Context: an optimization exercise on an open-source flow, tuned for small area, a short achievable clock period and few clock cycles. The choices shown serve that exercise and are no tape-out recipe. Function was checked by simulation only, so behaviour that the tests miss may differ from the original. Power is estimated from default activity; no workload was simulated.

[flow/constraint.sdc]
create_clock -name core_clock -period 33.0 [get_ports {clk}]
set_input_delay 6.6000 -clock core_clock [delete_from_list [all_inputs] [get_ports {clk}]]
set_output_delay 6.6000 -clock core_clock [all_outputs]
set_load 0.01 [all_outputs]
[flow/design.v]
module bq_encoder (
    input  wire        clk,
    input  wire        rst,           
    input  wire        start,
    output wire        start_ready,
    input  wire [3:0]  cfg_w,         
    input  wire [3:0]  cfg_h,         
    input  wire [3:0]  cfg_d,         
    input  wire [3:0]  cfg_c,         
    input  wire        pix_valid,
    output wire        pix_ready,
    input  wire [23:0] pix_data,
    output reg         res_valid,
    output reg  [7:0]  res_data,
    output reg         done,
    output reg  [7:0]  base_y,
    output reg  [7:0]  max_delta,
    output reg  [3:0]  rbn,
    output reg  [2:0]  shift,
    output reg  [7:0]  avg_cr,
    output reg  [7:0]  avg_cb,
    output reg  [6:0]  csize
);
    localparam Q = 3;           
    reg        rs;
    reg        in_active;       
    reg        start_ready_r, pix_ready_r;
    reg  [2:0] wm1, hm1;        
    reg  [2:0] col, row;        
    reg  [3:0] d_in, c_in;      
    reg  [3:0] d_blk, c_blk;    
    assign start_ready = start_ready_r;
    assign pix_ready   = pix_ready_r;
    wire st_acc   = start & start_ready_r;
    wire px_acc   = pix_valid & pix_ready_r;
    wire is_first = (col == 3'd0) & (row == 3'd0);
    wire is_last  = (col == wm1) & (row == hm1);
    reg [23:0] p0;  reg v0, f0, l0;
    reg [7:0]  y1;  reg [8:0] tr1, tb1;  reg v1, f1, l1;
    reg        cons;            
    reg  [6:0]  cnt;
    reg  [7:0]  min_y, max_y;
    reg  [13:0] sum_cr, sum_cb;
    reg  [7:0]  ybuf [0:63];
    reg  [5:0]  wptr, rptr;
    reg  [6:0]  occ;            
    reg  [6:0]  rdy;            
    reg  [16:0] dq [0:Q-1];
    reg  [1:0]  dq_wp, dq_rp;
    reg  [2:0]  dq_n;
    reg  [6:0]  div_n;
    reg  [3:0]  div_cnt;
    reg  [5:0]  rem_cr, rem_cb;
    wire rd_en = (rdy != 7'd0);
    wire [2:0] col_inc = (col == wm1) ? 3'd0 : col + 3'd1;
    wire [2:0] row_inc = (col == wm1) ? row + 3'd1 : row;
    wire       last_after_acc = (col_inc == wm1) & (row_inc == hm1);
    wire       last_after_st  = (cfg_w == 4'd1) & (cfg_h == 4'd1);
    wire [6:0] rdy_n   = rdy - {6'd0, rd_en} + (cons ? cnt : 7'd0);
    wire [6:0] occ_n0  = occ - {6'd0, rd_en};
    wire [6:0] occ_n1  = occ_n0 + 7'd1;
    wire       cons_n  = v1 & l1;
    wire       s1l_n   = v0 & l0;
    wire       n2_n    = (cnt != 7'd0);         
    wire       e0 = (rdy_n >= 7'd1);
    wire       e1 = (rdy_n >= 7'd2) | cons_n;
    wire       e2 = (rdy_n >= 7'd3) | s1l_n | (cons_n & n2_n);
    wire [1:0] g  = {1'b0, e0} + {1'b0, e1} + {1'b0, e2};
    wire [6:0] lim = 7'd63 + {5'd0, g};
    wire       occ_ok0 = (occ_n0 <= lim);
    wire       occ_ok1 = (occ_n1 <= lim);
    wire [5:0] hd_left = dq[dq_rp][5:0] - rptr;    
    wire       last_ok = ~(v0 & l0) & ~(v1 & l1) & ~cons &
                         (div_cnt <= 4'd4) & ((dq_n < Q) | (hd_left <= 6'd4));
    wire pr_st = occ_ok0 & (~last_after_st | last_ok);
    wire pr_px = ~is_last & occ_ok1 & (~last_after_acc | last_ok);
    wire pr_no = in_active & occ_ok0 & (~is_last | last_ok);
    always @(posedge clk) begin
        rs            <= rst;
        start_ready_r <= ~rst & (rs | (st_acc ? 1'b0 : (px_acc & is_last) ? 1'b1 : start_ready_r));
        pix_ready_r   <= ~rst & ~rs & (st_acc ? pr_st : px_acc ? pr_px : pr_no);
        if (rs)
            in_active <= 1'b0;
        else if (st_acc)
            in_active <= 1'b1;
        else if (px_acc & is_last)
            in_active <= 1'b0;
        if (~in_active) begin
            wm1  <= cfg_w[2:0] - 3'd1;
            hm1  <= cfg_h[2:0] - 3'd1;
            col  <= 3'd0;
            row  <= 3'd0;
            d_in <= cfg_d;
            c_in <= cfg_c;
        end else if (px_acc) begin
            col <= col_inc;
            row <= row_inc;
        end
        if (pix_ready_r & is_last) begin
            d_blk <= d_in;
            c_blk <= c_in;
        end
    end
    wire [7:0] pr = p0[23:16], pg = p0[15:8], pb = p0[7:0];
    wire ys_1 = pr[0] ^ pr[2] ^ pr[3];
    wire ys_2 = (pr[0] & pr[2]) | (pr[0] & pr[3]) | (pr[2] & pr[3]);
    wire ys_3 = pr[1] ^ pr[3] ^ pr[4];
    wire ys_4 = (pr[1] & pr[3]) | (pr[1] & pr[4]) | (pr[3] & pr[4]);
    wire ys_5 = pr[6] ^ pg[2];
    wire ys_6 = pr[6] & pg[2];
    wire ys_7 = pr[2] ^ pr[4] ^ pr[5];
    wire ys_8 = (pr[2] & pr[4]) | (pr[2] & pr[5]) | (pr[4] & pr[5]);
    wire ys_9 = pr[7] ^ pg[3] ^ pg[5];
    wire ys_10 = (pr[7] & pg[3]) | (pr[7] & pg[5]) | (pg[3] & pg[5]);
    wire ys_11 = pg[6] ^ pb[0];
    wire ys_12 = pg[6] & pb[0];
    wire ys_13 = pr[3] ^ pr[5] ^ pr[6];
    wire ys_14 = (pr[3] & pr[5]) | (pr[3] & pr[6]) | (pr[5] & pr[6]);
    wire ys_15 = pg[0] ^ pg[4] ^ pg[6];
    wire ys_16 = (pg[0] & pg[4]) | (pg[0] & pg[6]) | (pg[4] & pg[6]);
    wire ys_17 = pg[7] ^ pb[1] ^ pb[3];
    wire ys_18 = (pg[7] & pb[1]) | (pg[7] & pb[3]) | (pb[1] & pb[3]);
    wire ys_19 = pb[4] ^ pb[5];
    wire ys_20 = pb[4] & pb[5];
    wire ys_21 = pr[0] ^ pr[4] ^ pr[6];
    wire ys_22 = (pr[0] & pr[4]) | (pr[0] & pr[6]) | (pr[4] & pr[6]);
    wire ys_23 = pr[7] ^ pg[1] ^ pg[5];
    wire ys_24 = (pr[7] & pg[1]) | (pr[7] & pg[5]) | (pg[1] & pg[5]);
    wire ys_25 = pg[7] ^ pb[2] ^ pb[4];
    wire ys_26 = (pg[7] & pb[2]) | (pg[7] & pb[4]) | (pb[2] & pb[4]);
    wire ys_27 = pb[5] ^ pb[6];
    wire ys_28 = pb[5] & pb[6];
    wire ys_29 = pr[1] ^ pr[5] ^ pr[7];
    wire ys_30 = (pr[1] & pr[5]) | (pr[1] & pr[7]) | (pr[5] & pr[7]);
    wire ys_31 = pg[2] ^ pg[6] ^ pb[0];
    wire ys_32 = (pg[2] & pg[6]) | (pg[2] & pb[0]) | (pg[6] & pb[0]);
    wire ys_33 = pb[3] ^ pb[5];
    wire ys_34 = pb[3] & pb[5];
    wire ys_35 = pr[2] ^ pr[6] ^ pg[0];
    wire ys_36 = (pr[2] & pr[6]) | (pr[2] & pg[0]) | (pr[6] & pg[0]);
    wire ys_37 = pg[3] ^ pg[7];
    wire ys_38 = pg[3] & pg[7];
    wire ys_39 = pr[0] ^ pr[3] ^ pr[7];
    wire ys_40 = (pr[0] & pr[3]) | (pr[0] & pr[7]) | (pr[3] & pr[7]);
    wire ys_41 = pg[0] ^ pg[1];
    wire ys_42 = pg[0] & pg[1];
    wire ys_43 = pr[0] ^ pr[1] ^ pr[4];
    wire ys_44 = (pr[0] & pr[1]) | (pr[0] & pr[4]) | (pr[1] & pr[4]);
    wire ys_45 = pg[1] ^ pg[2];
    wire ys_46 = pg[1] & pg[2];
    wire ys_47 = pr[1] ^ pr[2] ^ pr[5];
    wire ys_48 = (pr[1] & pr[2]) | (pr[1] & pr[5]) | (pr[2] & pr[5]);
    wire ys_49 = pg[0] ^ pg[2] ^ pg[3];
    wire ys_50 = (pg[0] & pg[2]) | (pg[0] & pg[3]) | (pg[2] & pg[3]);
    wire ys_51 = pg[6] ^ pb[0];
    wire ys_52 = pg[6] & pb[0];
    wire ys_53 = pr[2] ^ pr[3] ^ pr[6];
    wire ys_54 = (pr[2] & pr[3]) | (pr[2] & pr[6]) | (pr[3] & pr[6]);
    wire ys_55 = pg[1] ^ pg[3] ^ pg[4];
    wire ys_56 = (pg[1] & pg[3]) | (pg[1] & pg[4]) | (pg[3] & pg[4]);
    wire ys_57 = pg[7] ^ pb[1];
    wire ys_58 = pg[7] & pb[1];
    wire ys_59 = pr[0] ^ pr[3] ^ pr[4];
    wire ys_60 = (pr[0] & pr[3]) | (pr[0] & pr[4]) | (pr[3] & pr[4]);
    wire ys_61 = pr[7] ^ pg[2] ^ pg[4];
    wire ys_62 = (pr[7] & pg[2]) | (pr[7] & pg[4]) | (pg[2] & pg[4]);
    wire ys_63 = pg[5] ^ pb[2];
    wire ys_64 = pg[5] & pb[2];
    wire ys_65 = pr[1] ^ pr[4] ^ pr[5];
    wire ys_66 = (pr[1] & pr[4]) | (pr[1] & pr[5]) | (pr[4] & pr[5]);
    wire ys_67 = pg[0] ^ pg[3] ^ pg[5];
    wire ys_68 = (pg[0] & pg[3]) | (pg[0] & pg[5]) | (pg[3] & pg[5]);
    wire ys_69 = pg[6] ^ pb[3];
    wire ys_70 = pg[6] & pb[3];
    wire ys_71 = pr[2] ^ pr[5] ^ pr[6];
    wire ys_72 = (pr[2] & pr[5]) | (pr[2] & pr[6]) | (pr[5] & pr[6]);
    wire ys_73 = pg[1] ^ pg[4] ^ pg[6];
    wire ys_74 = (pg[1] & pg[4]) | (pg[1] & pg[6]) | (pg[4] & pg[6]);
    wire ys_75 = pr[3] ^ pr[6] ^ pr[7];
    wire ys_76 = (pr[3] & pr[6]) | (pr[3] & pr[7]) | (pr[6] & pr[7]);
    wire ys_77 = pr[0] ^ pr[1];
    wire ys_78 = pr[0] & pr[1];
    wire ys_79 = pr[1] ^ pr[2] ^ pr[4];
    wire ys_80 = (pr[1] & pr[2]) | (pr[1] & pr[4]) | (pr[2] & pr[4]);
    wire ys_81 = pg[0] ^ pg[2] ^ pg[3];
    wire ys_82 = (pg[0] & pg[2]) | (pg[0] & pg[3]) | (pg[2] & pg[3]);
    wire ys_83 = pr[5] ^ pg[1] ^ pg[3];
    wire ys_84 = (pr[5] & pg[1]) | (pr[5] & pg[3]) | (pg[1] & pg[3]);
    wire ys_85 = pg[4] ^ pb[0] ^ pb[1];
    wire ys_86 = (pg[4] & pb[0]) | (pg[4] & pb[1]) | (pb[0] & pb[1]);
    wire ys_87 = pb[2] ^ pb[3];
    wire ys_88 = pb[2] & pb[3];
    wire ys_89 = pg[4] ^ pg[5] ^ pb[1];
    wire ys_90 = (pg[4] & pg[5]) | (pg[4] & pb[1]) | (pg[5] & pb[1]);
    wire ys_91 = pb[2] ^ pb[3] ^ pb[4];
    wire ys_92 = (pb[2] & pb[3]) | (pb[2] & pb[4]) | (pb[3] & pb[4]);
    wire ys_93 = ys_3 ^ ys_5 ^ ys_2;
    wire ys_94 = (ys_3 & ys_5) | (ys_3 & ys_2) | (ys_5 & ys_2);
    wire ys_95 = pb[2] ^ pb[3] ^ pb[4];
    wire ys_96 = (pb[2] & pb[3]) | (pb[2] & pb[4]) | (pb[3] & pb[4]);
    wire ys_97 = pb[5] ^ ys_7 ^ ys_9;
    wire ys_98 = (pb[5] & ys_7) | (pb[5] & ys_9) | (ys_7 & ys_9);
    wire ys_99 = ys_11 ^ ys_4 ^ ys_6;
    wire ys_100 = (ys_11 & ys_4) | (ys_11 & ys_6) | (ys_4 & ys_6);
    wire ys_101 = pb[6] ^ 1'b1 ^ ys_13;
    wire ys_102 = (pb[6] & 1'b1) | (pb[6] & ys_13) | (1'b1 & ys_13);
    wire ys_103 = ys_15 ^ ys_17 ^ ys_19;
    wire ys_104 = (ys_15 & ys_17) | (ys_15 & ys_19) | (ys_17 & ys_19);
    wire ys_105 = ys_8 ^ ys_10 ^ ys_12;
    wire ys_106 = (ys_8 & ys_10) | (ys_8 & ys_12) | (ys_10 & ys_12);
    wire ys_107 = pb[7] ^ ys_21 ^ ys_23;
    wire ys_108 = (pb[7] & ys_21) | (pb[7] & ys_23) | (ys_21 & ys_23);
    wire ys_109 = ys_25 ^ ys_27 ^ ys_14;
    wire ys_110 = (ys_25 & ys_27) | (ys_25 & ys_14) | (ys_27 & ys_14);
    wire ys_111 = ys_16 ^ ys_18 ^ ys_20;
    wire ys_112 = (ys_16 & ys_18) | (ys_16 & ys_20) | (ys_18 & ys_20);
    wire ys_113 = pb[6] ^ pb[7] ^ ys_29;
    wire ys_114 = (pb[6] & pb[7]) | (pb[6] & ys_29) | (pb[7] & ys_29);
    wire ys_115 = ys_31 ^ ys_33 ^ ys_22;
    wire ys_116 = (ys_31 & ys_33) | (ys_31 & ys_22) | (ys_33 & ys_22);
    wire ys_117 = ys_24 ^ ys_26 ^ ys_28;
    wire ys_118 = (ys_24 & ys_26) | (ys_24 & ys_28) | (ys_26 & ys_28);
    wire ys_119 = pb[1] ^ pb[4] ^ pb[6];
    wire ys_120 = (pb[1] & pb[4]) | (pb[1] & pb[6]) | (pb[4] & pb[6]);
    wire ys_121 = pb[7] ^ ys_35 ^ ys_37;
    wire ys_122 = (pb[7] & ys_35) | (pb[7] & ys_37) | (ys_35 & ys_37);
    wire ys_123 = ys_30 ^ ys_32 ^ ys_34;
    wire ys_124 = (ys_30 & ys_32) | (ys_30 & ys_34) | (ys_32 & ys_34);
    wire ys_125 = pg[4] ^ pb[0] ^ pb[2];
    wire ys_126 = (pg[4] & pb[0]) | (pg[4] & pb[2]) | (pb[0] & pb[2]);
    wire ys_127 = pb[5] ^ pb[7] ^ ys_39;
    wire ys_128 = (pb[5] & pb[7]) | (pb[5] & ys_39) | (pb[7] & ys_39);
    wire ys_129 = ys_41 ^ ys_36 ^ ys_38;
    wire ys_130 = (ys_41 & ys_36) | (ys_41 & ys_38) | (ys_36 & ys_38);
    wire ys_131 = pg[5] ^ pb[0] ^ pb[1];
    wire ys_132 = (pg[5] & pb[0]) | (pg[5] & pb[1]) | (pb[0] & pb[1]);
    wire ys_133 = pb[3] ^ pb[6] ^ ys_43;
    wire ys_134 = (pb[3] & pb[6]) | (pb[3] & ys_43) | (pb[6] & ys_43);
    wire ys_135 = ys_45 ^ ys_40 ^ ys_42;
    wire ys_136 = (ys_45 & ys_40) | (ys_45 & ys_42) | (ys_40 & ys_42);
    wire ys_137 = pb[1] ^ pb[2] ^ pb[4];
    wire ys_138 = (pb[1] & pb[2]) | (pb[1] & pb[4]) | (pb[2] & pb[4]);
    wire ys_139 = pb[7] ^ ys_47 ^ ys_49;
    wire ys_140 = (pb[7] & ys_47) | (pb[7] & ys_49) | (ys_47 & ys_49);
    wire ys_141 = ys_51 ^ ys_44 ^ ys_46;
    wire ys_142 = (ys_51 & ys_44) | (ys_51 & ys_46) | (ys_44 & ys_46);
    wire ys_143 = pb[2] ^ pb[3] ^ pb[5];
    wire ys_144 = (pb[2] & pb[3]) | (pb[2] & pb[5]) | (pb[3] & pb[5]);
    wire ys_145 = ys_53 ^ ys_55 ^ ys_57;
    wire ys_146 = (ys_53 & ys_55) | (ys_53 & ys_57) | (ys_55 & ys_57);
    wire ys_147 = ys_48 ^ ys_50 ^ ys_52;
    wire ys_148 = (ys_48 & ys_50) | (ys_48 & ys_52) | (ys_50 & ys_52);
    wire ys_149 = pb[3] ^ pb[4] ^ pb[6];
    wire ys_150 = (pb[3] & pb[4]) | (pb[3] & pb[6]) | (pb[4] & pb[6]);
    wire ys_151 = ys_59 ^ ys_61 ^ ys_63;
    wire ys_152 = (ys_59 & ys_61) | (ys_59 & ys_63) | (ys_61 & ys_63);
    wire ys_153 = ys_54 ^ ys_56 ^ ys_58;
    wire ys_154 = (ys_54 & ys_56) | (ys_54 & ys_58) | (ys_56 & ys_58);
    wire ys_155 = pb[4] ^ pb[5] ^ pb[7];
    wire ys_156 = (pb[4] & pb[5]) | (pb[4] & pb[7]) | (pb[5] & pb[7]);
    wire ys_157 = ys_65 ^ ys_67 ^ ys_69;
    wire ys_158 = (ys_65 & ys_67) | (ys_65 & ys_69) | (ys_67 & ys_69);
    wire ys_159 = ys_60 ^ ys_62 ^ ys_64;
    wire ys_160 = (ys_60 & ys_62) | (ys_60 & ys_64) | (ys_62 & ys_64);
    wire ys_161 = pg[7] ^ pb[4] ^ pb[5];
    wire ys_162 = (pg[7] & pb[4]) | (pg[7] & pb[5]) | (pb[4] & pb[5]);
    wire ys_163 = pb[6] ^ ys_71 ^ ys_73;
    wire ys_164 = (pb[6] & ys_71) | (pb[6] & ys_73) | (ys_71 & ys_73);
    wire ys_165 = ys_66 ^ ys_68 ^ ys_70;
    wire ys_166 = (ys_66 & ys_68) | (ys_66 & ys_70) | (ys_68 & ys_70);
    wire ys_167 = pg[2] ^ pg[5] ^ pg[7];
    wire ys_168 = (pg[2] & pg[5]) | (pg[2] & pg[7]) | (pg[5] & pg[7]);
    wire ys_169 = pb[5] ^ pb[6] ^ pb[7];
    wire ys_170 = (pb[5] & pb[6]) | (pb[5] & pb[7]) | (pb[6] & pb[7]);
    wire ys_171 = ys_75 ^ ys_72 ^ ys_74;
    wire ys_172 = (ys_75 & ys_72) | (ys_75 & ys_74) | (ys_72 & ys_74);
    wire ys_173 = pr[4] ^ pr[7] ^ pg[3];
    wire ys_174 = (pr[4] & pr[7]) | (pr[4] & pg[3]) | (pr[7] & pg[3]);
    wire ys_175 = pg[6] ^ pb[6] ^ pb[7];
    wire ys_176 = (pg[6] & pb[6]) | (pg[6] & pb[7]) | (pb[6] & pb[7]);
    wire ys_177 = pr[0] ^ pr[2];
    wire ys_178 = pr[0] & pr[2];
    wire ys_179 = pr[3] ^ pg[1] ^ pg[2];
    wire ys_180 = (pr[3] & pg[1]) | (pr[3] & pg[2]) | (pg[1] & pg[2]);
    wire ys_181 = pb[0] ^ pb[1];
    wire ys_182 = pb[0] & pb[1];
    wire ys_183 = pb[0] ^ pb[1] ^ pb[2];
    wire ys_184 = (pb[0] & pb[1]) | (pb[0] & pb[2]) | (pb[1] & pb[2]);
    wire ys_185 = ys_79 ^ ys_81 ^ ys_78;
    wire ys_186 = (ys_79 & ys_81) | (ys_79 & ys_78) | (ys_81 & ys_78);
    wire ys_187 = ys_1 ^ ys_83 ^ ys_85;
    wire ys_188 = (ys_1 & ys_83) | (ys_1 & ys_85) | (ys_83 & ys_85);
    wire ys_189 = ys_87 ^ ys_80 ^ ys_82;
    wire ys_190 = (ys_87 & ys_80) | (ys_87 & ys_82) | (ys_80 & ys_82);
    wire ys_191 = ys_89 ^ ys_91 ^ ys_93;
    wire ys_192 = (ys_89 & ys_91) | (ys_89 & ys_93) | (ys_91 & ys_93);
    wire ys_193 = ys_84 ^ ys_86 ^ ys_88;
    wire ys_194 = (ys_84 & ys_86) | (ys_84 & ys_88) | (ys_86 & ys_88);
    wire ys_195 = ys_95 ^ ys_97 ^ ys_99;
    wire ys_196 = (ys_95 & ys_97) | (ys_95 & ys_99) | (ys_97 & ys_99);
    wire ys_197 = ys_90 ^ ys_92 ^ ys_94;
    wire ys_198 = (ys_90 & ys_92) | (ys_90 & ys_94) | (ys_92 & ys_94);
    wire ys_199 = ys_101 ^ ys_103 ^ ys_105;
    wire ys_200 = (ys_101 & ys_103) | (ys_101 & ys_105) | (ys_103 & ys_105);
    wire ys_201 = ys_96 ^ ys_98 ^ ys_100;
    wire ys_202 = (ys_96 & ys_98) | (ys_96 & ys_100) | (ys_98 & ys_100);
    wire ys_203 = ys_107 ^ ys_109 ^ ys_111;
    wire ys_204 = (ys_107 & ys_109) | (ys_107 & ys_111) | (ys_109 & ys_111);
    wire ys_205 = ys_102 ^ ys_104 ^ ys_106;
    wire ys_206 = (ys_102 & ys_104) | (ys_102 & ys_106) | (ys_104 & ys_106);
    wire ys_207 = ys_113 ^ ys_115 ^ ys_117;
    wire ys_208 = (ys_113 & ys_115) | (ys_113 & ys_117) | (ys_115 & ys_117);
    wire ys_209 = ys_108 ^ ys_110 ^ ys_112;
    wire ys_210 = (ys_108 & ys_110) | (ys_108 & ys_112) | (ys_110 & ys_112);
    wire ys_211 = ys_119 ^ ys_121 ^ ys_123;
    wire ys_212 = (ys_119 & ys_121) | (ys_119 & ys_123) | (ys_121 & ys_123);
    wire ys_213 = ys_114 ^ ys_116 ^ ys_118;
    wire ys_214 = (ys_114 & ys_116) | (ys_114 & ys_118) | (ys_116 & ys_118);
    wire ys_215 = ys_125 ^ ys_127 ^ ys_129;
    wire ys_216 = (ys_125 & ys_127) | (ys_125 & ys_129) | (ys_127 & ys_129);
    wire ys_217 = ys_120 ^ ys_122 ^ ys_124;
    wire ys_218 = (ys_120 & ys_122) | (ys_120 & ys_124) | (ys_122 & ys_124);
    wire ys_219 = ys_131 ^ ys_133 ^ ys_135;
    wire ys_220 = (ys_131 & ys_133) | (ys_131 & ys_135) | (ys_133 & ys_135);
    wire ys_221 = ys_126 ^ ys_128 ^ ys_130;
    wire ys_222 = (ys_126 & ys_128) | (ys_126 & ys_130) | (ys_128 & ys_130);
    wire ys_223 = ys_137 ^ ys_139 ^ ys_141;
    wire ys_224 = (ys_137 & ys_139) | (ys_137 & ys_141) | (ys_139 & ys_141);
    wire ys_225 = ys_132 ^ ys_134 ^ ys_136;
    wire ys_226 = (ys_132 & ys_134) | (ys_132 & ys_136) | (ys_134 & ys_136);
    wire ys_227 = ys_143 ^ ys_145 ^ ys_147;
    wire ys_228 = (ys_143 & ys_145) | (ys_143 & ys_147) | (ys_145 & ys_147);
    wire ys_229 = ys_138 ^ ys_140 ^ ys_142;
    wire ys_230 = (ys_138 & ys_140) | (ys_138 & ys_142) | (ys_140 & ys_142);
    wire ys_231 = ys_149 ^ ys_151 ^ ys_153;
    wire ys_232 = (ys_149 & ys_151) | (ys_149 & ys_153) | (ys_151 & ys_153);
    wire ys_233 = ys_144 ^ ys_146 ^ ys_148;
    wire ys_234 = (ys_144 & ys_146) | (ys_144 & ys_148) | (ys_146 & ys_148);
    wire ys_235 = ys_155 ^ ys_157 ^ ys_159;
    wire ys_236 = (ys_155 & ys_157) | (ys_155 & ys_159) | (ys_157 & ys_159);
    wire ys_237 = ys_150 ^ ys_152 ^ ys_154;
    wire ys_238 = (ys_150 & ys_152) | (ys_150 & ys_154) | (ys_152 & ys_154);
    wire ys_239 = ys_161 ^ ys_163 ^ ys_165;
    wire ys_240 = (ys_161 & ys_163) | (ys_161 & ys_165) | (ys_163 & ys_165);
    wire ys_241 = ys_156 ^ ys_158 ^ ys_160;
    wire ys_242 = (ys_156 & ys_158) | (ys_156 & ys_160) | (ys_158 & ys_160);
    wire ys_243 = ys_167 ^ ys_169 ^ ys_171;
    wire ys_244 = (ys_167 & ys_169) | (ys_167 & ys_171) | (ys_169 & ys_171);
    wire ys_245 = ys_162 ^ ys_164 ^ ys_166;
    wire ys_246 = (ys_162 & ys_164) | (ys_162 & ys_166) | (ys_164 & ys_166);
    wire ys_247 = ys_76 ^ ys_173 ^ ys_175;
    wire ys_248 = (ys_76 & ys_173) | (ys_76 & ys_175) | (ys_173 & ys_175);
    wire ys_249 = ys_168 ^ ys_170 ^ ys_172;
    wire ys_250 = (ys_168 & ys_170) | (ys_168 & ys_172) | (ys_170 & ys_172);
    wire ys_251 = pr[5] ^ pg[4] ^ pg[7];
    wire ys_252 = (pr[5] & pg[4]) | (pr[5] & pg[7]) | (pg[4] & pg[7]);
    wire ys_253 = pb[7] ^ ys_174 ^ ys_176;
    wire ys_254 = (pb[7] & ys_174) | (pb[7] & ys_176) | (ys_174 & ys_176);
    wire ys_255 = pg[0] ^ pg[1];
    wire ys_256 = pg[0] & pg[1];
    wire ys_257 = ys_77 ^ ys_179 ^ ys_181;
    wire ys_258 = (ys_77 & ys_179) | (ys_77 & ys_181) | (ys_179 & ys_181);
    wire ys_259 = ys_183 ^ ys_185 ^ ys_180;
    wire ys_260 = (ys_183 & ys_185) | (ys_183 & ys_180) | (ys_185 & ys_180);
    wire ys_261 = ys_187 ^ ys_189 ^ ys_184;
    wire ys_262 = (ys_187 & ys_189) | (ys_187 & ys_184) | (ys_189 & ys_184);
    wire ys_263 = ys_191 ^ ys_193 ^ ys_188;
    wire ys_264 = (ys_191 & ys_193) | (ys_191 & ys_188) | (ys_193 & ys_188);
    wire ys_265 = ys_195 ^ ys_197 ^ ys_192;
    wire ys_266 = (ys_195 & ys_197) | (ys_195 & ys_192) | (ys_197 & ys_192);
    wire ys_267 = ys_199 ^ ys_201 ^ ys_196;
    wire ys_268 = (ys_199 & ys_201) | (ys_199 & ys_196) | (ys_201 & ys_196);
    wire ys_269 = ys_203 ^ ys_205 ^ ys_200;
    wire ys_270 = (ys_203 & ys_205) | (ys_203 & ys_200) | (ys_205 & ys_200);
    wire ys_271 = ys_207 ^ ys_209 ^ ys_204;
    wire ys_272 = (ys_207 & ys_209) | (ys_207 & ys_204) | (ys_209 & ys_204);
    wire ys_273 = ys_211 ^ ys_213 ^ ys_208;
    wire ys_274 = (ys_211 & ys_213) | (ys_211 & ys_208) | (ys_213 & ys_208);
    wire ys_275 = ys_215 ^ ys_217 ^ ys_212;
    wire ys_276 = (ys_215 & ys_217) | (ys_215 & ys_212) | (ys_217 & ys_212);
    wire ys_277 = ys_219 ^ ys_221 ^ ys_216;
    wire ys_278 = (ys_219 & ys_221) | (ys_219 & ys_216) | (ys_221 & ys_216);
    wire ys_279 = ys_223 ^ ys_225 ^ ys_220;
    wire ys_280 = (ys_223 & ys_225) | (ys_223 & ys_220) | (ys_225 & ys_220);
    wire ys_281 = ys_227 ^ ys_229 ^ ys_224;
    wire ys_282 = (ys_227 & ys_229) | (ys_227 & ys_224) | (ys_229 & ys_224);
    wire ys_283 = ys_231 ^ ys_233 ^ ys_228;
    wire ys_284 = (ys_231 & ys_233) | (ys_231 & ys_228) | (ys_233 & ys_228);
    wire ys_285 = ys_235 ^ ys_237 ^ ys_232;
    wire ys_286 = (ys_235 & ys_237) | (ys_235 & ys_232) | (ys_237 & ys_232);
    wire ys_287 = ys_239 ^ ys_241 ^ ys_236;
    wire ys_288 = (ys_239 & ys_241) | (ys_239 & ys_236) | (ys_241 & ys_236);
    wire ys_289 = ys_243 ^ ys_245 ^ ys_240;
    wire ys_290 = (ys_243 & ys_245) | (ys_243 & ys_240) | (ys_245 & ys_240);
    wire ys_291 = ys_247 ^ ys_249 ^ ys_244;
    wire ys_292 = (ys_247 & ys_249) | (ys_247 & ys_244) | (ys_249 & ys_244);
    wire ys_293 = ys_251 ^ ys_253 ^ ys_248;
    wire ys_294 = (ys_251 & ys_253) | (ys_251 & ys_248) | (ys_253 & ys_248);
    wire ys_295 = pr[6] ^ pg[5] ^ ys_252;
    wire ys_296 = (pr[6] & pg[5]) | (pr[6] & ys_252) | (pg[5] & ys_252);
    wire ys_297 = pb[0] ^ ys_177;
    wire ys_298 = pb[0] & ys_177;
    wire ys_299 = ys_178 ^ ys_257 ^ ys_256;
    wire ys_300 = (ys_178 & ys_257) | (ys_178 & ys_256) | (ys_257 & ys_256);
    wire ys_301 = ys_182 ^ ys_259 ^ ys_258;
    wire ys_302 = (ys_182 & ys_259) | (ys_182 & ys_258) | (ys_259 & ys_258);
    wire ys_303 = ys_186 ^ ys_261 ^ ys_260;
    wire ys_304 = (ys_186 & ys_261) | (ys_186 & ys_260) | (ys_261 & ys_260);
    wire ys_305 = ys_190 ^ ys_263 ^ ys_262;
    wire ys_306 = (ys_190 & ys_263) | (ys_190 & ys_262) | (ys_263 & ys_262);
    wire ys_307 = ys_194 ^ ys_265 ^ ys_264;
    wire ys_308 = (ys_194 & ys_265) | (ys_194 & ys_264) | (ys_265 & ys_264);
    wire ys_309 = ys_198 ^ ys_267 ^ ys_266;
    wire ys_310 = (ys_198 & ys_267) | (ys_198 & ys_266) | (ys_267 & ys_266);
    wire ys_311 = ys_202 ^ ys_269 ^ ys_268;
    wire ys_312 = (ys_202 & ys_269) | (ys_202 & ys_268) | (ys_269 & ys_268);
    wire ys_313 = ys_206 ^ ys_271 ^ ys_270;
    wire ys_314 = (ys_206 & ys_271) | (ys_206 & ys_270) | (ys_271 & ys_270);
    wire ys_315 = ys_210 ^ ys_273 ^ ys_272;
    wire ys_316 = (ys_210 & ys_273) | (ys_210 & ys_272) | (ys_273 & ys_272);
    wire ys_317 = ys_214 ^ ys_275 ^ ys_274;
    wire ys_318 = (ys_214 & ys_275) | (ys_214 & ys_274) | (ys_275 & ys_274);
    wire ys_319 = ys_218 ^ ys_277 ^ ys_276;
    wire ys_320 = (ys_218 & ys_277) | (ys_218 & ys_276) | (ys_277 & ys_276);
    wire ys_321 = ys_222 ^ ys_279 ^ ys_278;
    wire ys_322 = (ys_222 & ys_279) | (ys_222 & ys_278) | (ys_279 & ys_278);
    wire ys_323 = ys_226 ^ ys_281 ^ ys_280;
    wire ys_324 = (ys_226 & ys_281) | (ys_226 & ys_280) | (ys_281 & ys_280);
    wire ys_325 = ys_230 ^ ys_283 ^ ys_282;
    wire ys_326 = (ys_230 & ys_283) | (ys_230 & ys_282) | (ys_283 & ys_282);
    wire ys_327 = ys_234 ^ ys_285 ^ ys_284;
    wire ys_328 = (ys_234 & ys_285) | (ys_234 & ys_284) | (ys_285 & ys_284);
    wire ys_329 = ys_238 ^ ys_287 ^ ys_286;
    wire ys_330 = (ys_238 & ys_287) | (ys_238 & ys_286) | (ys_287 & ys_286);
    wire ys_331 = ys_242 ^ ys_289 ^ ys_288;
    wire ys_332 = (ys_242 & ys_289) | (ys_242 & ys_288) | (ys_289 & ys_288);
    wire ys_333 = ys_246 ^ ys_291 ^ ys_290;
    wire ys_334 = (ys_246 & ys_291) | (ys_246 & ys_290) | (ys_291 & ys_290);
    wire ys_335 = ys_250 ^ ys_293 ^ ys_292;
    wire ys_336 = (ys_250 & ys_293) | (ys_250 & ys_292) | (ys_293 & ys_292);
    wire ys_337 = ys_254 ^ ys_295 ^ ys_294;
    wire ys_338 = (ys_254 & ys_295) | (ys_254 & ys_294) | (ys_295 & ys_294);
    wire ys_339 = pr[7] ^ pg[6] ^ ys_296;
    wire ys_340 = (pr[7] & pg[6]) | (pr[7] & ys_296) | (pg[6] & ys_296);
    wire [25:0] ys_a = {1'b0, pg[7], ys_339, ys_337, ys_335, ys_333, ys_331, ys_329, ys_327, ys_325, ys_323, ys_321, ys_319, ys_317, ys_315, ys_313, ys_311, ys_309, ys_307, ys_305, ys_303, ys_301, ys_299, ys_255, pr[1], pr[0]};
    wire [25:0] ys_b = {1'b0, ys_340, ys_338, ys_336, ys_334, ys_332, ys_330, ys_328, ys_326, ys_324, ys_322, ys_320, ys_318, ys_316, ys_314, ys_312, ys_310, ys_308, ys_306, ys_304, ys_302, ys_300, ys_298, ys_297, pg[0], 1'b0};
    wire [25:0] y_acc = ys_a + ys_b;
    wire [7:0]  y0 = y_acc[25:18];
    always @(posedge clk) begin
        p0  <= pix_data;
        f0  <= is_first;
        l0  <= is_last;
        y1  <= y0;
        tr1 <= {1'b0, p0[23:16]} + {1'b0, ~y0} + 9'd1;
        tb1 <= {1'b0, p0[7:0]}   + {1'b0, ~y0} + 9'd1;
        f1  <= f0;
        l1  <= l0;
        v0  <= px_acc & ~rs;
        if (rs) begin
            v1   <= 1'b0;
            cons <= 1'b0;
        end else begin
            v1   <= v0;
            cons <= v1 & l1;
        end
    end
    wire crs_1 = tr1[1] ^ tr1[2];
    wire crs_2 = tr1[1] & tr1[2];
    wire crs_3 = tr1[0] ^ tr1[2] ^ tr1[3];
    wire crs_4 = (tr1[0] & tr1[2]) | (tr1[0] & tr1[3]) | (tr1[2] & tr1[3]);
    wire crs_5 = tr1[0] ^ tr1[1] ^ tr1[3];
    wire crs_6 = (tr1[0] & tr1[1]) | (tr1[0] & tr1[3]) | (tr1[1] & tr1[3]);
    wire crs_7 = tr1[4] ^ tr1[6];
    wire crs_8 = tr1[4] & tr1[6];
    wire crs_9 = tr1[1] ^ tr1[2] ^ tr1[4];
    wire crs_10 = (tr1[1] & tr1[2]) | (tr1[1] & tr1[4]) | (tr1[2] & tr1[4]);
    wire crs_11 = tr1[5] ^ tr1[7] ^ 1'b1;
    wire crs_12 = (tr1[5] & tr1[7]) | (tr1[5] & 1'b1) | (tr1[7] & 1'b1);
    wire crs_13 = tr1[0] ^ tr1[2] ^ tr1[3];
    wire crs_14 = (tr1[0] & tr1[2]) | (tr1[0] & tr1[3]) | (tr1[2] & tr1[3]);
    wire crs_15 = tr1[5] ^ tr1[6] ^ tr1[8];
    wire crs_16 = (tr1[5] & tr1[6]) | (tr1[5] & tr1[8]) | (tr1[6] & tr1[8]);
    wire crs_17 = tr1[1] ^ tr1[3] ^ tr1[4];
    wire crs_18 = (tr1[1] & tr1[3]) | (tr1[1] & tr1[4]) | (tr1[3] & tr1[4]);
    wire crs_19 = tr1[6] ^ tr1[7] ^ 1'b1;
    wire crs_20 = (tr1[6] & tr1[7]) | (tr1[6] & 1'b1) | (tr1[7] & 1'b1);
    wire crs_21 = tr1[2] ^ tr1[4] ^ tr1[5];
    wire crs_22 = (tr1[2] & tr1[4]) | (tr1[2] & tr1[5]) | (tr1[4] & tr1[5]);
    wire crs_23 = tr1[7] ^ tr1[8];
    wire crs_24 = tr1[7] & tr1[8];
    wire crs_25 = tr1[3] ^ tr1[5] ^ tr1[6];
    wire crs_26 = (tr1[3] & tr1[5]) | (tr1[3] & tr1[6]) | (tr1[5] & tr1[6]);
    wire crs_27 = tr1[4] ^ tr1[6];
    wire crs_28 = tr1[4] & tr1[6];
    wire crs_29 = tr1[0] ^ tr1[1];
    wire crs_30 = tr1[0] & tr1[1];
    wire crs_31 = tr1[4] ^ tr1[8] ^ 1'b1;
    wire crs_32 = (tr1[4] & tr1[8]) | (tr1[4] & 1'b1) | (tr1[8] & 1'b1);
    wire crs_33 = tr1[5] ^ 1'b1 ^ crs_3;
    wire crs_34 = (tr1[5] & 1'b1) | (tr1[5] & crs_3) | (1'b1 & crs_3);
    wire crs_35 = 1'b1 ^ crs_5 ^ crs_7;
    wire crs_36 = (1'b1 & crs_5) | (1'b1 & crs_7) | (crs_5 & crs_7);
    wire crs_37 = crs_9 ^ crs_11 ^ crs_6;
    wire crs_38 = (crs_9 & crs_11) | (crs_9 & crs_6) | (crs_11 & crs_6);
    wire crs_39 = crs_13 ^ crs_15 ^ crs_10;
    wire crs_40 = (crs_13 & crs_15) | (crs_13 & crs_10) | (crs_15 & crs_10);
    wire crs_41 = crs_17 ^ crs_19 ^ crs_14;
    wire crs_42 = (crs_17 & crs_19) | (crs_17 & crs_14) | (crs_19 & crs_14);
    wire crs_43 = crs_21 ^ crs_23 ^ crs_18;
    wire crs_44 = (crs_21 & crs_23) | (crs_21 & crs_18) | (crs_23 & crs_18);
    wire crs_45 = tr1[8] ^ crs_25 ^ crs_22;
    wire crs_46 = (tr1[8] & crs_25) | (tr1[8] & crs_22) | (crs_25 & crs_22);
    wire crs_47 = tr1[7] ^ 1'b1 ^ crs_27;
    wire crs_48 = (tr1[7] & 1'b1) | (tr1[7] & crs_27) | (1'b1 & crs_27);
    wire crs_49 = tr1[5] ^ tr1[7] ^ tr1[8];
    wire crs_50 = (tr1[5] & tr1[7]) | (tr1[5] & tr1[8]) | (tr1[7] & tr1[8]);
    wire crs_51 = tr1[0] ^ tr1[2];
    wire crs_52 = tr1[0] & tr1[2];
    wire crs_53 = tr1[3] ^ tr1[7] ^ crs_29;
    wire crs_54 = (tr1[3] & tr1[7]) | (tr1[3] & crs_29) | (tr1[7] & crs_29);
    wire crs_55 = crs_1 ^ crs_31 ^ crs_30;
    wire crs_56 = (crs_1 & crs_31) | (crs_1 & crs_30) | (crs_31 & crs_30);
    wire crs_57 = crs_2 ^ crs_33 ^ crs_32;
    wire crs_58 = (crs_2 & crs_33) | (crs_2 & crs_32) | (crs_33 & crs_32);
    wire crs_59 = crs_4 ^ crs_35 ^ crs_34;
    wire crs_60 = (crs_4 & crs_35) | (crs_4 & crs_34) | (crs_35 & crs_34);
    wire crs_61 = crs_8 ^ crs_37 ^ crs_36;
    wire crs_62 = (crs_8 & crs_37) | (crs_8 & crs_36) | (crs_37 & crs_36);
    wire crs_63 = crs_12 ^ crs_39 ^ crs_38;
    wire crs_64 = (crs_12 & crs_39) | (crs_12 & crs_38) | (crs_39 & crs_38);
    wire crs_65 = crs_16 ^ crs_41 ^ crs_40;
    wire crs_66 = (crs_16 & crs_41) | (crs_16 & crs_40) | (crs_41 & crs_40);
    wire crs_67 = crs_20 ^ crs_43 ^ crs_42;
    wire crs_68 = (crs_20 & crs_43) | (crs_20 & crs_42) | (crs_43 & crs_42);
    wire crs_69 = crs_24 ^ crs_45 ^ crs_44;
    wire crs_70 = (crs_24 & crs_45) | (crs_24 & crs_44) | (crs_45 & crs_44);
    wire crs_71 = crs_26 ^ crs_47 ^ crs_46;
    wire crs_72 = (crs_26 & crs_47) | (crs_26 & crs_46) | (crs_47 & crs_46);
    wire crs_73 = crs_28 ^ crs_49 ^ crs_48;
    wire crs_74 = (crs_28 & crs_49) | (crs_28 & crs_48) | (crs_49 & crs_48);
    wire crs_75 = tr1[6] ^ tr1[8] ^ crs_50;
    wire crs_76 = (tr1[6] & tr1[8]) | (tr1[6] & crs_50) | (tr1[8] & crs_50);
    wire crs_77 = tr1[7] ^ 1'b1;
    wire crs_78 = tr1[7] & 1'b1;
    wire crs_79 = tr1[8] ^ 1'b1;
    wire crs_80 = tr1[8] & 1'b1;
    wire [21:0] crs_a = {1'b1, crs_79, crs_77, crs_75, crs_73, crs_71, crs_69, crs_67, crs_65, crs_63, crs_61, crs_59, crs_57, crs_55, crs_53, tr1[6], tr1[1], tr1[0], tr1[3], tr1[2], tr1[1], tr1[0]};
    wire [21:0] crs_b = {crs_80, crs_78, crs_76, crs_74, crs_72, crs_70, crs_68, crs_66, crs_64, crs_62, crs_60, crs_58, crs_56, crs_54, crs_52, crs_51, tr1[5], tr1[4], 1'b0, 1'b0, 1'b0, 1'b0};
    wire cbs_1 = tb1[5] ^ tb1[6];
    wire cbs_2 = tb1[5] & tb1[6];
    wire cbs_3 = tb1[0] ^ tb1[6] ^ tb1[7];
    wire cbs_4 = (tb1[0] & tb1[6]) | (tb1[0] & tb1[7]) | (tb1[6] & tb1[7]);
    wire cbs_5 = tb1[1] ^ tb1[7];
    wire cbs_6 = tb1[1] & tb1[7];
    wire cbs_7 = tb1[0] ^ tb1[1];
    wire cbs_8 = tb1[0] & tb1[1];
    wire cbs_9 = tb1[1] ^ tb1[2] ^ tb1[4];
    wire cbs_10 = (tb1[1] & tb1[2]) | (tb1[1] & tb1[4]) | (tb1[2] & tb1[4]);
    wire cbs_11 = tb1[2] ^ tb1[3] ^ tb1[5];
    wire cbs_12 = (tb1[2] & tb1[3]) | (tb1[2] & tb1[5]) | (tb1[3] & tb1[5]);
    wire cbs_13 = tb1[3] ^ tb1[4] ^ tb1[6];
    wire cbs_14 = (tb1[3] & tb1[4]) | (tb1[3] & tb1[6]) | (tb1[4] & tb1[6]);
    wire cbs_15 = tb1[4] ^ tb1[5] ^ tb1[7];
    wire cbs_16 = (tb1[4] & tb1[5]) | (tb1[4] & tb1[7]) | (tb1[5] & tb1[7]);
    wire cbs_17 = tb1[8] ^ 1'b1 ^ cbs_1;
    wire cbs_18 = (tb1[8] & 1'b1) | (tb1[8] & cbs_1) | (1'b1 & cbs_1);
    wire cbs_19 = 1'b1 ^ cbs_3 ^ cbs_2;
    wire cbs_20 = (1'b1 & cbs_3) | (1'b1 & cbs_2) | (cbs_3 & cbs_2);
    wire cbs_21 = tb1[8] ^ cbs_5 ^ cbs_4;
    wire cbs_22 = (tb1[8] & cbs_5) | (tb1[8] & cbs_4) | (cbs_5 & cbs_4);
    wire cbs_23 = tb1[2] ^ tb1[8] ^ cbs_6;
    wire cbs_24 = (tb1[2] & tb1[8]) | (tb1[2] & cbs_6) | (tb1[8] & cbs_6);
    wire cbs_25 = tb1[0] ^ tb1[3] ^ 1'b1;
    wire cbs_26 = (tb1[0] & tb1[3]) | (tb1[0] & 1'b1) | (tb1[3] & 1'b1);
    wire cbs_27 = tb1[1] ^ tb1[4] ^ 1'b1;
    wire cbs_28 = (tb1[1] & tb1[4]) | (tb1[1] & 1'b1) | (tb1[4] & 1'b1);
    wire cbs_29 = tb1[2] ^ tb1[5] ^ 1'b1;
    wire cbs_30 = (tb1[2] & tb1[5]) | (tb1[2] & 1'b1) | (tb1[5] & 1'b1);
    wire cbs_31 = tb1[3] ^ tb1[6] ^ 1'b1;
    wire cbs_32 = (tb1[3] & tb1[6]) | (tb1[3] & 1'b1) | (tb1[6] & 1'b1);
    wire cbs_33 = tb1[4] ^ tb1[7] ^ 1'b1;
    wire cbs_34 = (tb1[4] & tb1[7]) | (tb1[4] & 1'b1) | (tb1[7] & 1'b1);
    wire cbs_35 = tb1[5] ^ tb1[8];
    wire cbs_36 = tb1[5] & tb1[8];
    wire cbs_37 = tb1[6] ^ 1'b1;
    wire cbs_38 = tb1[6] & 1'b1;
    wire cbs_39 = tb1[7] ^ 1'b1;
    wire cbs_40 = tb1[7] & 1'b1;
    wire cbs_41 = tb1[8] ^ 1'b1;
    wire cbs_42 = tb1[8] & 1'b1;
    wire [21:0] cbs_a = {1'b1, cbs_41, cbs_39, cbs_37, cbs_35, cbs_33, cbs_31, cbs_29, cbs_27, cbs_25, cbs_23, cbs_21, cbs_19, cbs_17, cbs_15, cbs_13, cbs_11, cbs_9, tb1[3], tb1[0], tb1[1], tb1[0]};
    wire [21:0] cbs_b = {cbs_42, cbs_40, cbs_38, cbs_36, cbs_34, cbs_32, cbs_30, cbs_28, cbs_26, cbs_24, cbs_22, cbs_20, cbs_18, cbs_16, cbs_14, cbs_12, cbs_10, cbs_8, cbs_7, tb1[2], 1'b0, 1'b0};
    wire [21:0] cr_num = crs_a + crs_b;
    wire [21:0] cb_num = cbs_a + cbs_b;
    wire [7:0]  cr = cr_num[20:13];
    wire [7:0]  cb = cb_num[20:13];
    always @(posedge clk) begin
        if (v1) begin
            ybuf[wptr] <= y1;
            if (f1 | (y1 < min_y)) min_y <= y1;
            if (f1 | (y1 > max_y)) max_y <= y1;
        end
        sum_cr <= ((v1 & f1) ? 14'd0 : sum_cr) + {6'd0, cr & {8{v1}}};
        sum_cb <= ((v1 & f1) ? 14'd0 : sum_cb) + {6'd0, cb & {8{v1}}};
        if (rs | cons)
            cnt <= 7'd0;
        else if (v1)
            cnt <= cnt + 7'd1;
    end
    wire [7:0] delta = max_y - min_y;
    reg  [3:0] rbn_c;
    integer k;
    always @(*) begin
        rbn_c = 4'd0;
        for (k = 0; k < 8; k = k + 1)
            if (delta > (8'd1 << k))
                rbn_c = k[3:0] + 4'd1;
    end
    wire [3:0] shift_c = (rbn_c > d_blk) ? (rbn_c - d_blk) : 4'd0;
    wire [9:0] nd      = cnt * d_blk;
    wire [6:0] csize_c = (delta != 8'd0) ? (7'd4 + nd[9:3] + {6'd0, (nd[2:0] != 3'd0)}) : 7'd4;
    wire [7:0] keep    = ~(8'hff >> c_blk);       
    wire [6:0] rem2_cr = {rem_cr, avg_cr[7]};
    wire [6:0] rem2_cb = {rem_cb, avg_cb[7]};
    wire       ge_cr   = (rem2_cr >= div_n);
    wire       ge_cb   = (rem2_cb >= div_n);
    wire [6:0] sub_cr  = rem2_cr - div_n;
    wire [6:0] sub_cb  = rem2_cb - div_n;
    always @(posedge clk) begin
        if (cons) begin
            base_y    <= min_y;
            max_delta <= delta;
            rbn       <= rbn_c;
            shift     <= shift_c[2:0];
            csize     <= csize_c;
            div_n     <= cnt;
            rem_cr    <= sum_cr[13:8];
            rem_cb    <= sum_cb[13:8];
            avg_cr    <= sum_cr[7:0] & keep;
            avg_cb    <= sum_cb[7:0] & keep;
        end else if (div_cnt != 4'd0) begin
            rem_cr <= ge_cr ? sub_cr[5:0] : rem2_cr[5:0];
            rem_cb <= ge_cb ? sub_cb[5:0] : rem2_cb[5:0];
            avg_cr <= {avg_cr[6:0], ge_cr};
            avg_cb <= {avg_cb[6:0], ge_cb};
        end
        done <= ~rst & ~rs & (div_cnt == 4'd1);
        if (rs)
            div_cnt <= 4'd0;
        else if (cons)
            div_cnt <= c_blk;
        else if (div_cnt != 4'd0)
            div_cnt <= div_cnt - 4'd1;
    end
    wire [16:0] head     = dq[dq_rp];
    reg  [7:0]  rd_y;
    integer ri;
    always @(*) begin
        rd_y = 8'd0;
        for (ri = 0; ri < 64; ri = ri + 1)
            rd_y = rd_y | (ybuf[ri] & {8{rptr == ri[5:0]}});
    end
    wire [7:0]  rd_d     = rd_y - head[16:9];
    wire        blk_end  = (rptr == head[5:0]);
    wire        dq_pop   = rd_en & blk_end;
    always @(posedge clk) begin
        res_data  <= rd_d >> head[8:6];
        res_valid <= ~rst & ~rs & rd_en;
        if (cons)
            dq[dq_wp] <= {min_y, shift_c[2:0], wptr - 6'd1};
        if (rs) begin
            wptr  <= 6'd0;
            rptr  <= 6'd0;
            occ   <= 7'd0;
            rdy   <= 7'd0;
            dq_wp <= 2'd0;
            dq_rp <= 2'd0;
            dq_n  <= 3'd0;
        end else begin
            if (v1) wptr <= wptr + 6'd1;
            if (rd_en) rptr <= rptr + 6'd1;
            occ <= px_acc ? occ_n1 : occ_n0;
            rdy <= rdy_n;
            if (cons) dq_wp <= (dq_wp == Q - 1) ? 2'd0 : dq_wp + 2'd1;
            if (dq_pop) dq_rp <= (dq_rp == Q - 1) ? 2'd0 : dq_rp + 2'd1;
            dq_n <= dq_n + {2'd0, cons} - {2'd0, dq_pop};
        end
    end
endmodule
[flow/standard.sh]
#!/bin/bash
# synth_recipe.tcl (not shown) runs the flow's synth.tcl, then flattens the netlist and writes it again
# the make line also repeats each setting of config.mk as NAME=value (left out here)
make -C /OpenROAD-flow-scripts/flow DESIGN_CONFIG=/design/flow/config.mk WORK_HOME=/design/flow/orfs CLKGATE_MAP_FILE= SYNTH_SCRIPT=/design/flow/synth_recipe.tcl "${@:-finish}"
[flow/config.mk]
export PLATFORM = sky130hd
export DESIGN_NAME = bq_encoder
export DESIGN_NICKNAME = bq_encoder
export VERILOG_FILES = /design/flow/design.v
export SDC_FILE = /design/flow/constraint.sdc
export NUM_CORES = 4
export LEC_CHECK = 0
export CAP_MARGIN = 20
export CORE_MARGIN = 2
export CORE_UTILIZATION = 40
export CTS_CLUSTER_DIAMETER = 80
export CTS_CLUSTER_SIZE = 25
export SLEW_MARGIN = 20
[flow/flow/run.sh]
#!/bin/bash
# The standard layout, with buf_2 port buffers instead of the cell buffer_ports picks by
# default (it picks a slow delay cell when timing has slack to spare).
set -euo pipefail
export BUFFER_PORTS_ARGS="-buffer_cell sky130_fd_sc_hd__buf_2"
bash standard.sh > standard.log 2>&1
==> metrics.log, run 1 <==
INFO  metric worst-setup-path-type = reg -> out
INFO  metric maxSlewHeadroom = 18.85%
INFO  metric nets = 3951
INFO  metric die-width = 326.6 um
INFO  metric final_cell_area = 45890 um2
INFO  metric synthFlopType = sky130_fd_sc_hd__edfxtp_1
INFO  metric routed_length_per_instance = 24.52 um
INFO  metric post_synth_mux_area_share = 1.037%
INFO  metric initial_core_util = 40.28%
INFO  metric synth_top_family_by_area = adder cells
INFO  metric wirelength = 119.5 mm
INFO  metric layout-area-overhead-vs-synth = 10.26%
INFO  metric report.final.hold_viol_count = 0
INFO  metric reg2regPathDepth = 26
INFO  metric cts_root_buffer_type = sky130_fd_sc_hd__clkbuf_16
INFO  metric layout-drive-gt1-share = 9.502%
INFO  metric timing.critical_path.required = 26400 ps
INFO  metric worstHoldPathCells = 0
INFO  metric critical_path.n_buffers_inverters = 1
INFO  metric synthDominantAreaCellType = sky130_fd_sc_hd__edfxtp_1
INFO  metric regToRegSetupSlack = 25820 ps
INFO  metric max_slew_violation_count = 0
INFO  metric hold-path-endpoint = f1
INFO  metric io_buffer_count = 101
INFO  metric synth_compound_area_share = 9.950%
INFO  metric synth_most_common_cell = sky130_fd_sc_hd__edfxtp_1
INFO  metric grt_pass1_vias = 26210
INFO  metric syn_nets = 3781
INFO  metric detailedPlacementHpwl = 85.21 mm
INFO  metric yosys.area_share.simple = 9.216%
INFO  metric mappedNetlistArea = 41620 um2
INFO  metric clock_latency = 680 ps
INFO  metric clk_path_buf_depth = 3
INFO  metric timing.critical_path.max_delay_family = flip-flops
INFO  metric synth.top_cells.by_count = sky130_fd_sc_hd__edfxtp_1 (666), sky130_fd_sc_hd__inv_1 (409), sky130_fd_sc_hd__nor2_1 (252), sky130_fd_sc_hd__ha_1 (248), sky130_fd_sc_hd__fa_1 (202)
INFO  metric setup_total_negative_slack = 0 ps
INFO  metric rsz_0062_raised_after_global_routing = false
INFO  metric tritoncts = built
INFO  metric synth-warning-count = 1
INFO  metric number_of_h_tree_levels = 2
INFO  metric grt_start_max_net_pins = 69
INFO  metric cpPeakStageDelay = 510 ps
INFO  metric cts-buffers-inserted = 46
INFO  metric launch_point_of_the_worst_path = start_ready_r
INFO  metric total_power = 4426 uW
INFO  metric antenna_violation_net_count_after_detailed_routing = 0
INFO  metric post-route-period-util = 24.12%
INFO  metric status = no timing/DRC/antenna violations
INFO  metric viasPerCell = 5.561
INFO  metric clock_skew = 49.63 ps
INFO  metric number_of_detailed_route_iterations_in_the_first_pass = 8
INFO  metric overflow = 0
INFO  metric worstSetupStartpointType = flop
INFO  metric fin_crit = 7959 ps
INFO  metric avg_synthesized_cell_area = 12.66 um2
INFO  metric dr_vias = 27120
INFO  metric synth_async_sr_flop_share = 0%
INFO  metric clk_pin_slew_worst_paths = 100 ps
INFO  metric timing.final.ws_setup = 25040 ps
INFO  metric floorplan.die_area = 106700 um2
INFO  metric synth_top_cells_by_area = sky130_fd_sc_hd__edfxtp_1 (48%), sky130_fd_sc_hd__fa_1 (9.7%), sky130_fd_sc_hd__ha_1 (7.5%)
INFO  metric residual_drc = 0
INFO  metric worstPathCellList = buf_2
INFO  metric power_leakage = 0.01762 uW
INFO  metric post-cts-setup-buffers = 0
INFO  metric rows = 118
INFO  metric gp_congestion = 0.9819
INFO  metric maximum_clock_frequency = 125.6 MHz
INFO  metric crit-reg2reg-capture = tr1[8]
INFO  metric power_per_cell_area = 96.44 nW/um2
INFO  metric groute.usage.overall = 22.14%
INFO  metric max-vdd-ir-drop = 0.1298 mV
INFO  metric core_area = 103300 um2
INFO  metric end_kind = output port
INFO  metric dr.first_iter.drc_count = 3135
INFO  metric die-height = 326.6 um
INFO  metric maxCapViolCount = 0
INFO  metric final_hold_slack = 334.3 ps
INFO  metric synth_edf_count = 666
INFO  metric distinct_cell_type_count_of_the_synthesized_netlist = 87
INFO  metric worst_slack_at_placement = 25110 ps
INFO  metric critical_path_arrival = 1360 ps
INFO  metric number_of_synthesized_register_bits = 817
INFO  metric min_path_type = reg -> reg
INFO  metric grt_pass1_wl = 174.7 mm
INFO  metric grt_antenna_before_repair = 2
INFO  metric critical_path.reg2reg.startpoint = p0[20]
INFO  metric detailed_place.area = 44320 um2
INFO  metric synth_cells = 3287
INFO  metric yosys.area_share.xor_xnor = 2.732%
INFO  metric cp_max_fo = 3
INFO  metric arithmetic_cell_share_of_the_synthesized_area_counting_full_adders_half_adders_and_majority_gates = 17.17%
INFO  metric hold_start = f0
INFO  metric pin_count = 102
INFO  metric holdBufCountCts = 0
INFO  metric post_cts_resize_count = 0
INFO  metric max_slew.worst_pin.slew = 1213 ps
INFO  metric cell_type_of_the_slowest_stage_on_the_worst_timing_path = sky130_fd_sc_hd__dfxtp_1
INFO  metric yosys.area.top_type_share = 48.05%
INFO  metric setup-violations-final = 0
INFO  metric cts_sinks = 817
INFO  metric ys_seq_area_share = 55.31%
## final cells by class
type / instances / area, um2
Fill cell: 9435 / 57460
Tap cell: 1380 / 1727
Antenna cell: 2 / 5.005
Timing Repair Buffer: 205 / 1290
Clock buffer: 62 / 1221
Clock inverter: 23 / 334.1
Sequential cell: 817 / 23040
Multi-Input combinational cell: 1978 / 16750
Inverter: 409 / 1535
## layer usage
layer	GRT usage [%]	share of wire, %	up-vias
li1	-	-	12160
met1	30.69	41	13400
met2	34.67	45	1320
met3	4.730	10	233
met4	7.320	3.6	0
met5	0	0	-
## cell usage in the layout, fill, tap and decap left out, drive strengths merged, types with 37 or more instances in the layout
| cell type | synthesis | routed |
|---|---|---|
| xor2 | 46 | 46 |
| o21ai | 72 | 72 |
| mux2i | 37 | 37 |
| nand2 | 162 | 162 |
| a22oi | 123 | 123 |
| xnor2 | 76 | 76 |
| and2 | 41 | 41 |
| a21oi | 105 | 105 |
| a221oi | 57 | 57 |
| nand3 | 75 | 75 |
| fa | 202 | 202 |
| nand4 | 43 | 43 |
| inv | 409 | 423 |
| ha | 248 | 248 |
| dfxtp | 151 | 151 |
| nor3 | 41 | 41 |
| buf | 28 | 205 |
| a22o | 55 | 55 |
| nor2 | 253 | 253 |
| edfxtp | 666 | 666 |
| clkbuf | 55 | 62 |
## metrics by stage
step,instances,utilization [%]
global placement,4787,42.87
detailed placement,4788,42.88
finish,4876,44.41
floorplan,3287,-
global route,4874,44.40
CTS,4873,44.39
## registers in the layout, indices dropped and copies added, names as in the netlist, 9 cells and up, named ones only
register and cells:
ybuf 512, dq 51, p0 24, sum_cb 14, sum_cr 14, tb1 9
tr1 9
## kinds of logic after synthesis
group | after synthesis
simple gates | 785
flops | 817
buf+inv | 492
compound gates | 577
xor+xnor | 125
fa+ha+maj | 450
mux | 41
## report_power, final
part,switching [uW],total [uW],internal (uW)
combinational,1370,2370,998
clock,376,664,289
sequential,75.9,1390,1320
## worst max-delay path by stage
stage / end / cells after the start
after floorplan: pix_ready_r / 6
final: start_ready / 1
after CTS: start_ready / 1
after detailed placement: pix_ready_r / 7
after global placement: pix_ready_r / 7
after global routing: start_ready / 1
Testbench counts, summed over its fixed seeds: cycles 10,641.
==> run 2, diff against run 1 <==
--- a/flow/design.v
+++ b/flow/design.v
@@ -31,7 +31,7 @@
     reg  [3:0] d_blk, c_blk;    
     assign start_ready = start_ready_r;
     assign pix_ready   = pix_ready_r;
-    wire st_acc   = start & start_ready_r;
+    wire st_acc   = start & ~in_active & ~rs;
     wire px_acc   = pix_valid & pix_ready_r;
     wire is_first = (col == 3'd0) & (row == 3'd0);
     wire is_last  = (col == wm1) & (row == hm1);
@@ -51,6 +51,7 @@
     reg  [6:0]  div_n;
     reg  [3:0]  div_cnt;
     reg  [5:0]  rem_cr, rem_cb;
+    reg         nb_cr, nb_cb;       
     wire rd_en = (rdy != 7'd0);
     wire [2:0] col_inc = (col == wm1) ? 3'd0 : col + 3'd1;
     wire [2:0] row_inc = (col == wm1) ? row + 3'd1 : row;
@@ -77,7 +78,7 @@
     wire pr_no = in_active & occ_ok0 & (~is_last | last_ok);
     always @(posedge clk) begin
         rs            <= rst;
-        start_ready_r <= ~rst & (rs | (st_acc ? 1'b0 : (px_acc & is_last) ? 1'b1 : start_ready_r));
+        start_ready_r <= ~rst & (rs | (st_acc ? 1'b0 : (px_acc & is_last) ? 1'b1 : ~in_active));
         pix_ready_r   <= ~rst & ~rs & (st_acc ? pr_st : px_acc ? pr_px : pr_no);
         if (rs)
             in_active <= 1'b0;
@@ -620,8 +621,8 @@
     wire [9:0] nd      = cnt * d_blk;
     wire [6:0] csize_c = (delta != 8'd0) ? (7'd4 + nd[9:3] + {6'd0, (nd[2:0] != 3'd0)}) : 7'd4;
     wire [7:0] keep    = ~(8'hff >> c_blk);       
-    wire [6:0] rem2_cr = {rem_cr, avg_cr[7]};
-    wire [6:0] rem2_cb = {rem_cb, avg_cb[7]};
+    wire [6:0] rem2_cr = {rem_cr, nb_cr};
+    wire [6:0] rem2_cb = {rem_cb, nb_cb};
     wire       ge_cr   = (rem2_cr >= div_n);
     wire       ge_cb   = (rem2_cb >= div_n);
     wire [6:0] sub_cr  = rem2_cr - div_n;
@@ -638,10 +639,14 @@
             rem_cb    <= sum_cb[13:8];
             avg_cr    <= sum_cr[7:0] & keep;
             avg_cb    <= sum_cb[7:0] & keep;
+            nb_cr     <= sum_cr[7];
+            nb_cb     <= sum_cb[7];
         end else if (div_cnt != 4'd0) begin
             rem_cr <= ge_cr ? sub_cr[5:0] : rem2_cr[5:0];
             rem_cb <= ge_cb ? sub_cb[5:0] : rem2_cb[5:0];
             avg_cr <= {avg_cr[6:0], ge_cr};
+            nb_cr  <= avg_cr[6];
+            nb_cb  <= avg_cb[6];
             avg_cb <= {avg_cb[6:0], ge_cb};
         end
         done <= ~rst & ~rs & (div_cnt == 4'd1);
==> flow/flow/run.sh (replaced) <==
#!/bin/bash
# The standard layout, with buf_4 port buffers instead of the cell buffer_ports picks by
# default (it picks a slow delay cell when timing has slack to spare).
set -euo pipefail
export BUFFER_PORTS_ARGS="-buffer_cell sky130_fd_sc_hd__buf_4"
export SETUP_SLACK_MARGIN=25.5
bash standard.sh > standard.log 2>&1
==> metrics.log, run 2 <==
INFO  metric grt_pass1_vias = 26320 (+0.42%)
INFO  metric groute.usage.overall = 22.32% (+0.18 points)
INFO  metric nets = 3921 (-0.76%)
INFO  metric hold-path-endpoint = f1
INFO  metric grt_start_max_net_pins = 68 (-1.4%)
INFO  metric die-height = 325.9 um (-0.21%)
INFO  metric cell_type_of_the_slowest_stage_on_the_worst_timing_path = sky130_fd_sc_hd__edfxtp_1
INFO  metric wirelength = 119.7 mm (+0.17%)
INFO  metric power_per_cell_area = 95.79 nW/um2 (-0.68%)
INFO  metric synth-warning-count = 1 (unchanged)
INFO  metric syn_nets = 3728 (-1.4%)
INFO  metric end_kind = output port
INFO  metric dr.first_iter.drc_count = 3011 (-4.0%)
INFO  metric final_common_cell = sky130_fd_sc_hd__edfxtp_1
INFO  metric layout-drive-gt1-share = 10.34% (+0.83 points)
INFO  metric floorplan.die_area = 106200 um2 (-0.41%)
INFO  metric synthDominantAreaCellType = sky130_fd_sc_hd__edfxtp_1
INFO  metric registers.top_by_ff_count = ybuf
INFO  metric report.final.hold_viol_count = 0 (unchanged)
INFO  metric max-vdd-ir-drop = 0.1581 mV (+22%)
INFO  metric fin_crit = 7809 ps (-150.0 ps)
INFO  metric worstPathCellList = buf_6
INFO  metric synth_top_cells_by_area = sky130_fd_sc_hd__edfxtp_1 (48%), sky130_fd_sc_hd__fa_1 (9.8%), sky130_fd_sc_hd__ha_1 (7.5%)
INFO  metric cpPeakStageDelay = 440 ps (-70 ps)
INFO  metric synth_cells = 3234 (-1.6%)
INFO  metric number_of_detailed_route_iterations_in_the_first_pass = 8 (unchanged)
INFO  metric distinct_cell_type_count_of_the_synthesized_netlist = 88 (+1.1%)
INFO  metric clk_pin_slew_worst_paths = 100 ps (about the same)
INFO  metric setup_total_negative_slack = 0 ps (unchanged)
INFO  metric layout-area-overhead-vs-synth = 11.32%
INFO  metric maxSlewHeadroom = 15.96% (-2.9 points)
INFO  metric timing.critical_path.max_delay_family = flip-flops
INFO  metric status = no timing/DRC/antenna violations
INFO  metric cts_sinks = 819 (+0.24%)
INFO  metric worstSetupStartpointType = flop
INFO  metric cp_max_fo = 2 (-1)
INFO  metric final_core_utilization = 44.71% (+0.31 points)
INFO  metric hold_start = f0
INFO  metric timing.critical_path.required = 26400 ps (about the same)
INFO  metric tritoncts = built
INFO  metric setup-violations-final = 0 (unchanged)
INFO  metric avg_synthesized_cell_area = 12.82 um2 (+1.2%)
INFO  metric initial_core_util = 40.17% (-0.11 points)
INFO  metric finalNonFillerCells = 4837 (-0.80%)
INFO  metric routed_length_per_instance = 24.76 um (+0.98%)
INFO  metric final_hold_slack = 336.8 ps (+2.418 ps)
INFO  metric viasPerCell = 5.537 (-0.44%)
INFO  metric overflow = 0 (unchanged)
INFO  metric clock_skew = 54.42 ps (+4.790 ps)
==> run 2: cell types whose count changed after synthesis, moves of 13 or more <==
cell,before,now
sky130_fd_sc_hd__inv_1,409,395
sky130_fd_sc_hd__a22oi_1,123,84
sky130_fd_sc_hd__nand3_1,75,48
sky130_fd_sc_hd__nor4_1,22,9
sky130_fd_sc_hd__clkbuf_1,55,42
sky130_fd_sc_hd__a21oi_1,104,121
sky130_fd_sc_hd__nand2_1,162,146
==> run 2: layer usage <==
layer  up-vias  track usage (%)  part of all wire, %
met4         4            8.856                  4.5
met5         -                0                0.022
met2      1205            35.58                   46
met3       269            4.817                  9.8
li1      11990                -                    -
met1     13310            29.78                   40
==> run 2: what timing repair did <==
item                                    CTS  global route
endpoints found under the setup margin   58            64
hold buffers                              0             0
gates resized for setup                  40            29
endpoints found under the hold margin     0             0
setup buffers                             8             7
==> run 2: worst max path at each step <==
stage / from / end / slack, ps / cells past startpoint
final: avg_cr[0] / avg_cr[0] / 25190 / 1
after global routing: avg_cr[0] / avg_cr[0] / 25150 / 1
after CTS: avg_cb[2] / avg_cb[2] / 25170 / 1
after detailed placement: cfg_w[1] / pix_ready_r / 25370 / 7
after global placement: cfg_h[1] / pix_ready_r / 25330 / 7
after floorplan: cfg_h[1] / pix_ready_r / 25570 / 6
==> run 2: cell families (layout without fill, tap and decap cells) <==
| logic type | count (synthesis) | after routing | synth area share (%) |
|---|---|---|---|
| compound gates | 575 | 575 | 9.831 |
| xor+xnor | 133 | 133 | 2.846 |
| fa+ha+maj | 450 | 450 | 17.24 |
| buf+inv | 472 | 692 | 4.431 |
| flops | 819 | 819 | 55.68 |
| mux | 52 | 52 | 1.319 |
| other cells | 0 | 3 | 0 |
| simple gates | 733 | 733 | 8.648 |
==> run 2: worst reg2reg max path: stages, from the launching register on <==
cell and delay [ps]:
sky130_fd_sc_hd__dfxtp_1 750, sky130_fd_sc_hd__fa_1 570, sky130_fd_sc_hd__fa_1 550, sky130_fd_sc_hd__inv_1 60
sky130_fd_sc_hd__fa_1 490, sky130_fd_sc_hd__fa_1 550, sky130_fd_sc_hd__inv_1 60, sky130_fd_sc_hd__fa_1 390
sky130_fd_sc_hd__ha_1 310, sky130_fd_sc_hd__a21o_1 170, sky130_fd_sc_hd__a211o_1 300, sky130_fd_sc_hd__a21oi_1 320
sky130_fd_sc_hd__a21oi_1 160, sky130_fd_sc_hd__o41a_1 380, sky130_fd_sc_hd__a21o_1 240, sky130_fd_sc_hd__a21o_1 210
sky130_fd_sc_hd__xor2_1 190, sky130_fd_sc_hd__inv_1 110, sky130_fd_sc_hd__ha_1 310, sky130_fd_sc_hd__inv_1 80
sky130_fd_sc_hd__o21bai_1 80, sky130_fd_sc_hd__a21oi_1 260, sky130_fd_sc_hd__nor2b_1 70, sky130_fd_sc_hd__o21ai_0 140
sky130_fd_sc_hd__nand2b_1 60
==> run 2: final cells by class <==
cell class              count  area [um2]
multi-input cells        1943       16580
repair buffers            220        1866
fillers                  9346       57060
diodes                      3       7.507
inverters                 400        1501
clock buffers              52        1110
flip-flops and latches    819       23110
clock inverters            20       245.2
well taps                1380        1727
==> run 2: stage by stage <==
step	worst slack (ps)	area [um2]
global placement	25330	44430
CTS	25170	45990
floorplan	25570	41450
detailed placement	25370	44440
global route	25150	46140
finish	25190	46150
==> run 2: where the power goes <==
group	switching [uW]	total (uW)	internal (uW)
registers	84.3	1410	1330
clock network	353	612	259
logic	1390	2400	1010
Testbench counts of run 2, summed over its fixed seeds: cycles 10,641.

Re-timed with assumed drivers on the ports (clkbuf_16 on the clock, buf_2 on other inputs), run 2 has 25.125 ns of setup slack against 25.191 ns with ideal ports, and 25.316 ns once port delays also move by the mid clock arrival of 0.700 ns.
